Context: an optimization exercise on an open-source flow, tuned for small area, a short achievable clock period and few clock cycles per item. The choices shown serve that exercise and are no tape-out recipe. In this exercise RTL edits were held to simulation tests only and were not proved equivalent to the original. No activity file was given, so power comes from the tool's default toggle rates.

JK:
// ad5934_ctrl
module ad5934_ctrl (
    input  wire         clk,
    input  wire         rst,           
    input  wire         cmd_valid,
    output wire         cmd_ready,
    input  wire [167:0] cmd,
    output reg          rsp_valid,
    output wire [209:0] rsp,
    output wire         bus_req,
    output wire         bus_we,
    output wire [7:0]   bus_addr,
    output wire [7:0]   bus_wdata,
    input  wire         bus_ack,
    input  wire [7:0]   bus_rdata,
    input  wire         bus_err,
    input  wire [31:0]  poll_budget
);
export LEC_CHECK = 0
export CAP_MARGIN = 20
export CORE_MARGIN = 2
export CORE_UTILIZATION = 50
export PLACE_DENSITY = 0.65
export SETUP_SLACK_MARGIN = 4.8
export SLEW_MARGIN = 20
create_clock -name core_clock -period 8.0 [get_ports {clk}]
standard.sh (not shown) runs the stock make flow with config.mk's settings and CLKGATE_MAP_FILE= SYNTH_SCRIPT=/design/flow/synth_recipe.tcl, a recipe that flattens the netlist after the stock synthesis.
==> flow/flow/run.sh <==
#!/bin/bash
# Standard layout, with the port buffers made of the smallest buffer cell.
set -euo pipefail
bash standard.sh 'BUFFER_PORTS_ARGS=-buffer_cell sky130_fd_sc_hd__buf_1' finish > orfs_make.log 2>&1
Testbench counts of JK, summed over its fixed seeds: cycles 52,357, commands 4,800.
Here is what was changed in the inputs of MS compared with JK.
# JK
export LEC_CHECK = 0
export CAP_MARGIN = 20
export CORE_MARGIN = 2
export CORE_UTILIZATION = 50
export PLACE_DENSITY = 0.65
export SETUP_SLACK_MARGIN = 4.8
export SLEW_MARGIN = 20
create_clock -name core_clock -period 8.0 [get_ports {clk}]
# MS
export LEC_CHECK = 0
export CAP_MARGIN = 20
export CORE_MARGIN = 2
export CORE_UTILIZATION = 60
export CTS_CLUSTER_DIAMETER = 100
export CTS_CLUSTER_SIZE = 20
export PLACE_DENSITY = 0.72
export SETUP_SLACK_MARGIN = 4.75
export SLEW_MARGIN = 20
create_clock -name core_clock -period 8.0 [get_ports {clk}]
Results
- On sequential power, JK tracks MS almost exactly.
- Taking JK as the reference, in MS clock network contribution to total cell area fell 2.3 points; share of total power in combinational logic rose 1.9 points; overall power of the completed layout fell about 15%.
- MS vs. JK: fraction of standard cell area in multi-input logic has increased; maximum buffer depth of the clock tree shows no meaningful change.
- In the floorplan summary, MS is listed with a die area less than that of JK.
- The global-route met1 utilization in MS sits 5.1 points above the value recorded for JK.
- JK was routed with more vias than MS.
Inputs modified between MS and AL:
# MS
export LEC_CHECK = 0
export CAP_MARGIN = 20
export CORE_MARGIN = 2
export CORE_UTILIZATION = 60
export CTS_CLUSTER_DIAMETER = 100
export CTS_CLUSTER_SIZE = 20
export PLACE_DENSITY = 0.72
export SETUP_SLACK_MARGIN = 4.75
export SLEW_MARGIN = 20
create_clock -name core_clock -period 8.0 [get_ports {clk}]
# AL
export LEC_CHECK = 0
export CAP_MARGIN = 20
export CORE_MARGIN = 2
export CORE_UTILIZATION = 50
export PLACE_DENSITY = 0.65
export SETUP_SLACK_MARGIN = 4.5
export SLEW_MARGIN = 20
create_clock -name core_clock -period 8.0 [get_ports {clk}]
Results
Cmp AL and MS / global-route usage / higher: MS. Cell count after synthesis of AL is on par with MS. On final cell area excluding filler cells: between AL and MS, it ends up higher for MS. Comparing the two runs side by side, AL comes out ahead of MS on total wirelength of the detailed-routed design. x_S as the worst setup path startpoint was reported by MS, and add_re by AL. Detail-routed net length per standard cell (AL vs. MS) decreases by a few percent. The number of non-clock inverters in the layout was comparable across AL and MS.
Here is what was changed in the inputs of TR compared with AL.
# AL
export LEC_CHECK = 0
export CAP_MARGIN = 20
export CORE_MARGIN = 2
export CORE_UTILIZATION = 50
export PLACE_DENSITY = 0.65
export SETUP_SLACK_MARGIN = 4.5
export SLEW_MARGIN = 20
create_clock -name core_clock -period 8.0 [get_ports {clk}]
# TR
export LEC_CHECK = 0
export CAP_MARGIN = 20
export CORE_MARGIN = 2
export CORE_UTILIZATION = 60
export CTS_CLUSTER_DIAMETER = 100
export CTS_CLUSTER_SIZE = 20
export PLACE_DENSITY = 0.65
export SETUP_SLACK_MARGIN = 4.4
export SLEW_MARGIN = 20
create_clock -name core_clock -period 8.0 [get_ports {clk}]
==> run summary <==
For TR, the cell with the largest stage delay on the worst path was sky130_fd_sc_hd__dfxtp_1, unlike AL, where it was sky130_fd_sc_hd__dfxtp_4.
Combinational share of power (TR over AL): increase, 1.4 points
From TR to AL, compound-cell area share of the yosys netlist did not move at all.
From AL to TR the numbers moved as follows: final critical delay including setup and external delays increased by 63 ps relative to the old numbers; final-layout clock buffer total decreased by about 36% relative to the old numbers; number of setup buffers added after CTS decreased by 3 relative to the old numbers; peak supply drop decreased by about 9% relative to the old numbers; die area decreased by about 16% relative to the old numbers.

-- separate check: timing with driven ports --
How much do the figures lean on ideal ports? The routed layouts below were timed once more, with nothing changed but the port constraints.
Step 1: set_driving_cell puts a clkbuf_16 on clk and a buf_2 on each other input, an assumption about the parent block.
Step 2 adds t to the input delays and takes it off the output delays; t is the mean of the earliest and latest rising clock arrival at the registers after step 1. Input paths then give back, and output paths get back, about the clock's delay inside the block.
Slacks: no drivers / after step 1 / after step 2; pairs: no drivers / after step 1.
| run | t, ns | setup WS [ns] | latest minus earliest clock arrival (ns) |
|---|---|---|---|
| JK | 0.651 | 4.588 / 4.588 / 4.201 | 0.021 / 0.020 |
| MS | 0.637 | 4.527 / 4.527 / 4.233 | 0.051 / 0.051 |
| AL | 0.641 | 4.488 / 4.484 / 4.136 | 0.016 / 0.016 |
| TR | 0.628 | 4.426 / 4.424 / 3.945 | 0.022 / 0.022 |
After both steps setup and hold are still met in every run listed. For TR, which loses most, drivers alone change the setup slack by -0.002 ns; drivers and shift together by -0.481 ns.
